Source: an optimization exercise on an open RTL-to-GDS flow (aim: small area). Production flows keep margins and buffers that such runs may drop. The RTL was checked by simulation tests, not by an equivalence proof against the original design. The clock input has no modelled driver; a real chip could not lean on it and would need a root buffer or a full tree.

zinc:
==> flow/design.v <==
module mpc_codec (
    input  wire       clk,
    input  wire       rst,           
    input  wire [1:0] d_op,          
    input  wire [7:0] d_data,        
    output wire [1:0] d_cnt,         
    output wire [7:0] d_char0,
    output wire [7:0] d_char1,
    output wire [1:0] d_fault,       
    output wire       d_query,
    input  wire [1:0] e_op,          
    input  wire [7:0] e_char,
    output wire [1:0] e_cnt,         
    output wire [7:0] e_byte0,
    output wire [7:0] e_byte1,
    output wire [7:0] e_byte2,
    output wire       e_fault,       
    output wire [2:0] s_ustate,
    output wire [7:0] s_buf2,
    output wire       s_packing,
    output wire       s_pend_valid,
    output wire [7:0] s_pend
);
    localparam [2:0] ST_IDLE   = 3'd0;    
    localparam [2:0] ST_LIT1   = 3'd1;    
    localparam [2:0] ST_LIT1B2 = 3'd2;    
    localparam [2:0] ST_LIT2   = 3'd3;    
    localparam [2:0] ST_CMD    = 3'd4;    
    localparam [1:0] DOP_BYTE   = 2'd1;
    localparam [1:0] DOP_RESET  = 2'd2;
    localparam [1:0] DOP_MANUAL = 2'd3;
    localparam [1:0] EOP_PUSH  = 2'd1;
    localparam [1:0] EOP_FLUSH = 2'd2;
    localparam [2:0] ID_TOGGLE  = 3'd0;
    localparam [2:0] ID_ENABLE  = 3'd1;
    localparam [2:0] ID_DISABLE = 3'd2;
    localparam [2:0] ID_RESET   = 3'd3;
    localparam [2:0] ID_QUERY   = 3'd4;
    localparam [7:0] CMD_TOGGLE  = 8'hFD;
    localparam [7:0] CMD_ENABLE  = 8'hFB;
    localparam [7:0] CMD_DISABLE = 8'hFA;
    localparam [7:0] CMD_RESET   = 8'hF9;
    localparam [7:0] CMD_QUERY   = 8'hF8;
    localparam [127:0] DEC_TABLE = {
        8'h00, 8'h58, 8'h47, 8'h0A, 8'h2E, 8'h39, 8'h38, 8'h37,
        8'h36, 8'h35, 8'h34, 8'h33, 8'h32, 8'h31, 8'h20, 8'h30};
    function [7:0] dec;
        input [3:0] i;
        begin
            dec = DEC_TABLE[{i, 3'b000} +: 8];
        end
    endfunction
    function [3:0] nib;
        input [7:0] c;
        begin
            case (c)
                8'h30: nib = 4'd0;
                8'h20: nib = 4'd1;
                8'h31: nib = 4'd2;
                8'h32: nib = 4'd3;
                8'h33: nib = 4'd4;
                8'h34: nib = 4'd5;
                8'h35: nib = 4'd6;
                8'h36: nib = 4'd7;
                8'h37: nib = 4'd8;
                8'h38: nib = 4'd9;
                8'h39: nib = 4'd10;
                8'h2E: nib = 4'd11;
                8'h0A: nib = 4'd12;
                8'h47: nib = 4'd13;
                8'h58: nib = 4'd14;
                default: nib = 4'hF;
            endcase
        end
    endfunction
    reg [2:0] ustate;
    reg       packing;
    reg [7:0] draw;        
    reg [3:0] bufn;        
    reg [1:0] dk;
    reg       dx, dy;
    reg [2:0] ustate_n;
    reg       packing_n;
    reg [1:0] dk_n;
    reg       dx_n, dy_n;
    wire [7:0] raw = d_data;
    wire [3:0] lo  = raw[3:0];
    wire [3:0] hi  = raw[7:4];
    wire       is_ff = (raw == 8'hFF);
    always @(*) begin
        ustate_n  = ustate;
        packing_n = packing;
        dk_n      = 2'd0;
        dx_n      = 1'b0;
        dy_n      = 1'b0;
        case (d_op)
            DOP_BYTE: begin
                case (ustate)
                    ST_IDLE: begin
                        if (is_ff) begin
                            ustate_n = ST_LIT1;
                        end else if (!packing) begin
                            dk_n = 2'd1;                   
                        end else if (lo != 4'hF && hi != 4'hF) begin
                            dk_n = 2'd2; dy_n = 1'b1;      
                        end else if (hi == 4'hF) begin
                            dk_n = 2'd1; dy_n = 1'b1;      
                            ustate_n = ST_LIT2;
                        end else begin
                            ustate_n = ST_LIT1B2;          
                        end
                    end
                    ST_LIT1: begin
                        if (is_ff) begin
                            ustate_n = ST_CMD;
                        end else if (packing) begin
                            dk_n = 2'd1;                   
                            ustate_n = ST_LIT2;
                        end else begin
                            dk_n = 2'd2; dx_n = 1'b1;      
                            ustate_n = ST_IDLE;
                        end
                    end
                    ST_LIT2: begin
                        if (is_ff) begin
                            dx_n = 1'b1;                   
                            ustate_n = ST_LIT1;
                        end else begin
                            dk_n = 2'd1;                   
                            ustate_n = ST_IDLE;
                        end
                    end
                    ST_LIT1B2: begin
                        if (is_ff) begin
                            dx_n = 1'b1; dy_n = 1'b1;      
                            ustate_n = ST_LIT1;
                        end else begin
                            dk_n = 2'd2;                   
                            ustate_n = ST_IDLE;
                        end
                    end
                    default: begin   
                        if (is_ff) begin
                            dy_n = 1'b1;                   
                        end else begin
                            ustate_n = ST_IDLE;
                            case (raw)
                                CMD_TOGGLE:  packing_n = ~packing;
                                CMD_ENABLE:  packing_n = 1'b1;
                                CMD_DISABLE: packing_n = 1'b0;
                                CMD_RESET:   ;
                                CMD_QUERY:   dk_n = 2'd3;
                                default:     dy_n = 1'b1;  
                            endcase
                        end
                    end
                endcase
            end
            DOP_RESET: begin
                ustate_n = ST_IDLE;
            end
            DOP_MANUAL: begin
                case (d_data[2:0])
                    ID_TOGGLE:  begin packing_n = ~packing; ustate_n = ST_IDLE; end
                    ID_ENABLE:  begin packing_n = 1'b1;     ustate_n = ST_IDLE; end
                    ID_DISABLE: begin packing_n = 1'b0;     ustate_n = ST_IDLE; end
                    ID_RESET:   ustate_n = ST_IDLE;
                    ID_QUERY:   dk_n = 2'd3;
                    default:    ;
                endcase
            end
            default: ;
        endcase
    end
    always @(posedge clk) begin
        if (rst) begin
            ustate  <= ST_IDLE;
            packing <= 1'b0;
            dk      <= 2'd0;
            dx      <= 1'b0;
            dy      <= 1'b0;
        end else begin
            ustate  <= ustate_n;
            packing <= packing_n;
            dk      <= dk_n;
            dx      <= dx_n;
            dy      <= dy_n;
        end
    end
    always @(posedge clk) begin
        draw <= d_data;
        if (ustate != ST_LIT1B2)
            bufn <= d_data[7:4];
    end
    wire [7:0] dec_sel = dec(bufn);
    assign d_cnt   = (dk == 2'd3) ? 2'd0 : dk;
    assign d_query = (dk == 2'd3);
    assign d_fault = (dk == 2'd0) ? {dx, dy} : 2'd0;
    assign d_char0 = dy ? dec(draw[3:0]) : (draw | {8{dx}});
    assign d_char1 = dx ? draw : dec_sel;
    assign s_ustate  = ustate;
    assign s_packing = packing;
    assign s_buf2    = dec_sel;
    reg       pend_valid;
    reg [7:0] pend;        
    reg [7:0] echr;        
    reg       e_emit;      
    reg       e_fl;        
    wire e_push  = (e_op == EOP_PUSH);
    wire e_flush = (e_op == EOP_FLUSH);
    wire c_is_ff = (e_char == 8'hFF);
    always @(posedge clk) begin
        if (rst) begin
            pend_valid <= 1'b0;
            e_emit     <= 1'b0;
            e_fl       <= 1'b0;
        end else begin
            if (e_push && !c_is_ff)
                pend_valid <= ~pend_valid;
            else if (e_flush)
                pend_valid <= 1'b0;
            e_emit <= pend_valid && ((e_push && !c_is_ff) || e_flush);
            e_fl   <= e_push ? c_is_ff : (e_flush && pend_valid);
        end
    end
    always @(posedge clk) begin
        echr <= e_char;
        if (!pend_valid)
            pend <= e_char;
    end
    wire [3:0] n1 = nib(pend);
    wire [3:0] n2 = nib(echr);
    wire       f1 = (n1 == 4'hF);
    wire       f2 = (n2 == 4'hF) && !e_fl;
    assign e_fault = !e_emit && e_fl;
    assign e_cnt   = {e_emit & (f1 | f2), e_emit & ~(f1 ^ f2)};
    assign e_byte0 = {n2 | {4{e_fl}}, n1};
    assign e_byte1 = f1 ? pend : echr;
    assign e_byte2 = echr;
    assign s_pend_valid = pend_valid;
    assign s_pend       = pend;
endmodule
==> flow/config.mk <==
export PLATFORM = sky130hd
export DESIGN_NAME = mpc_codec
export DESIGN_NICKNAME = mpc_codec
export VERILOG_FILES = /design/flow/design.v
export SDC_FILE = /design/flow/constraint.sdc
export NUM_CORES = 4
export LEC_CHECK = 0
export ABC_AREA = 1
export CAP_MARGIN = 20
export CORE_MARGIN = 2
export CORE_UTILIZATION = 40
export SLEW_MARGIN = 20
==> flow/constraint.sdc <==
create_clock -name core_clock -period 10.0 [get_ports {clk}]
set_input_delay 2.0000 -clock core_clock [delete_from_list [all_inputs] [get_ports {clk}]]
set_output_delay 2.0000 -clock core_clock [all_outputs]
set_load 0.01 [all_outputs]
standard.sh (not shown) runs the stock make flow with config.mk's settings and CLKGATE_MAP_FILE= SYNTH_SCRIPT=/design/flow/synth_recipe.tcl, a recipe that flattens the netlist after the stock synthesis.
==> flow/flow/run.sh <==
#!/bin/bash
# Own layout flow: the standard synthesis, then the combinational logic
# re-mapped with a stronger ABC script (registers kept by name and cell type),
# then the standard layout with the smallest buffer on the ports and the
# clock tree's root buffer dropped.
set -euo pipefail
W=$PWD
R=$W/orfs/results/$FLOW_PLATFORM/mpc_codec/base
LIB=$FLOW_HOME/platforms/$FLOW_PLATFORM/lib/sky130_fd_sc_hd__tt_025C_1v80.lib

bash standard.sh synth > $W/1_standard_synth.log 2>&1
cp $R/1_2_yosys.v $W/standard_synth.v

# The combinational logic is re-mapped in three parts, one after the other:
# the logic in front of the decoder's outputs (after its registers), the rest
# of the decoder's logic (before its registers), then the rest (the encoder,
# which shares no logic with the decoder). ABC's deep synthesis is randomised: each part runs
# eight seeds, four at a time, and keeps the smallest result.
FF_STOP=":-sky130_fd_sc_hd__dfxtp_1[D]:-sky130_fd_sc_hd__edfxtp_1[D,DE]"
DEC_OUTS="o:d_* o:s_ustate %u o:s_buf2 %u o:s_packing %u"
run_part() {  # part first last input selection
  local part=$1 first=$2 last=$3 in=$4 sel=$5 wave s ext
  ext=il; [[ $last == 1 ]] && ext=v
  for wave in "1 2 3 4" "5 6 7 8"; do
    for s in $wave; do
      sed "s/@SEED@/$s/" $W/flow/remap.abc.in > $W/remap_${part}_$s.abc
      REMAP_FIRST=$first REMAP_LAST=$last REMAP_LIB=$LIB REMAP_IN=$in \
      REMAP_OUT=$W/part${part}_$s.$ext REMAP_TOP=$FLOW_TOP REMAP_SEL="$sel" \
      REMAP_ABC=$W/remap_${part}_$s.abc REMAP_STAT=$W/remap_stat_${part}_$s.txt \
        yosys -c $W/flow/remap_part.tcl > $W/2_remap_${part}_$s.log 2>&1 &
    done
    wait
  done
  for s in 1 2 3 4 5 6 7 8; do
    a=$(awk '/Chip area/ {print $NF}' $W/remap_stat_${part}_$s.txt 2>/dev/null || true)
    [[ -n "$a" && -s $W/part${part}_$s.$ext ]] && echo "$a $s"
  done | sort -g | head -1 | cut -d' ' -f2
}
b1=$(run_part 1 1 0 $W/standard_synth.v "$DEC_OUTS %ci*$FF_STOP")
b2=""; b3=""
[[ -n "$b1" ]] && b2=$(run_part 2 0 0 $W/part1_$b1.il "$DEC_OUTS %ci*")
[[ -n "$b2" ]] && b3=$(run_part 3 0 1 $W/part2_$b2.il "*")
echo "remap: seeds ${b1:-none} ${b2:-none} ${b3:-none}" > $W/2_remap_choice.log
if [[ -n "$b3" ]]; then
  cp $W/part3_$b3.v $W/remapped.v
  cp $W/remapped.v $R/1_2_yosys.v
fi
rm -f $R/1_synth.odb
export BUFFER_PORTS_ARGS="-buffer_cell sky130_fd_sc_hd__buf_1"
export CTS_ARGS="-sink_clustering_enable -repair_clock_nets -buf_list sky130_fd_sc_hd__clkbuf_4 -sink_clustering_size 14 -sink_clustering_max_diameter 100 -dont_use_dummy_load"
bash standard.sh cts > $W/3_standard_to_cts.log 2>&1
cp $R/4_1_cts.odb $W/cts_with_root.odb
DROP_IN=$W/cts_with_root.odb DROP_OUT=$R/4_1_cts.odb DROP_CLK=clk \
  openroad -no_init -exit $W/flow/drop_root.tcl > $W/4_drop_root.log 2>&1
cp $R/4_1_cts.odb $R/4_cts.odb
touch $R/4_cts.sdc
bash standard.sh > $W/5_standard_layout.log 2>&1
Other scripts of this flow, unchanged in this note and not shown: flow/flow/drop_root.tcl, flow/flow/remap.abc.in, flow/flow/remap_part.tcl
Looking at the reports, zinc completed the entire flow and the layout it produced met the timing, DRC and antenna checks.
### zinc -> nickel
diff --git a/flow/flow/run.sh b/flow/flow/run.sh
--- a/flow/flow/run.sh
+++ b/flow/flow/run.sh
@@ -14 +14 @@
-# The combinational logic is re-mapped in three parts, one after the other:
+# The combinational logic is re-mapped in four parts, one after the other:
@@ -16,2 +16,2 @@
-# of the decoder's logic (before its registers), then the rest (the encoder,
-# which shares no logic with the decoder). ABC's deep synthesis is randomised: each part runs
+# of the decoder's logic (before its registers), the same for the encoder,
+# then anything left. ABC's deep synthesis is randomised: each part runs
@@ -20,0 +21 @@
+ENC_OUTS="o:e_* o:s_pend %u o:s_pend_valid %u"
@@ -40 +41 @@
-b2=""; b3=""
+b2=""; b3=""; b4=""
@@ -42,4 +43,5 @@
-[[ -n "$b2" ]] && b3=$(run_part 3 0 1 $W/part2_$b2.il "*")
-echo "remap: seeds ${b1:-none} ${b2:-none} ${b3:-none}" > $W/2_remap_choice.log
-if [[ -n "$b3" ]]; then
-  cp $W/part3_$b3.v $W/remapped.v
+[[ -n "$b2" ]] && b3=$(run_part 3 0 0 $W/part2_$b2.il "$ENC_OUTS %ci*$FF_STOP")
+[[ -n "$b3" ]] && b4=$(run_part 4 0 1 $W/part3_$b3.il "*")
+echo "remap: seeds ${b1:-none} ${b2:-none} ${b3:-none} ${b4:-none}" > $W/2_remap_choice.log
+if [[ -n "$b4" ]]; then
+  cp $W/part4_$b4.v $W/remapped.v
## What came out
- nickel against zinc: transition time at the pin with the least slew margin increased by 0.17 ns relative to the old numbers; number of global-route vias before repair went up 34; maximum operating frequency has decreased; post-layout worst setup margin went down; minimum clock period after layout rose by 0.40 ns.
- Pre-CTS setup slack | nickel below zinc

[re-timing with driven ports]
The results above use ideal ports. As a check the final layouts listed here were re-extracted and re-timed, cells and wires unchanged. Step 1, drivers: a clkbuf_16 drives clk and a buf_2 each remaining input, both assumed. Step 2 adds t to the input delays and takes it off the output delays; t is the mean of the earliest and latest rising clock arrival at the registers after step 1. Input paths then give back, and output paths get back, about the clock's delay inside the block. Slacks: no drivers / after step 1 / after step 2; pairs: no drivers / after step 1.
| run | shift t [ns] | setup WS [ns] | hold WS [ns] | worst setup path at the end | worst data-port slew with drivers (ns) |
|---|---|---|---|---|---|
| zinc | 0.199 | 5.645 / 5.602 / 5.800 | 0.499 / 0.499 / 0.499 | register to output | 0.04 |
| nickel | 0.199 | 5.247 / 5.204 / 5.403 | 0.511 / 0.511 / 0.511 | register to output | 0.05 |
After both steps setup and hold are still met in every run listed.
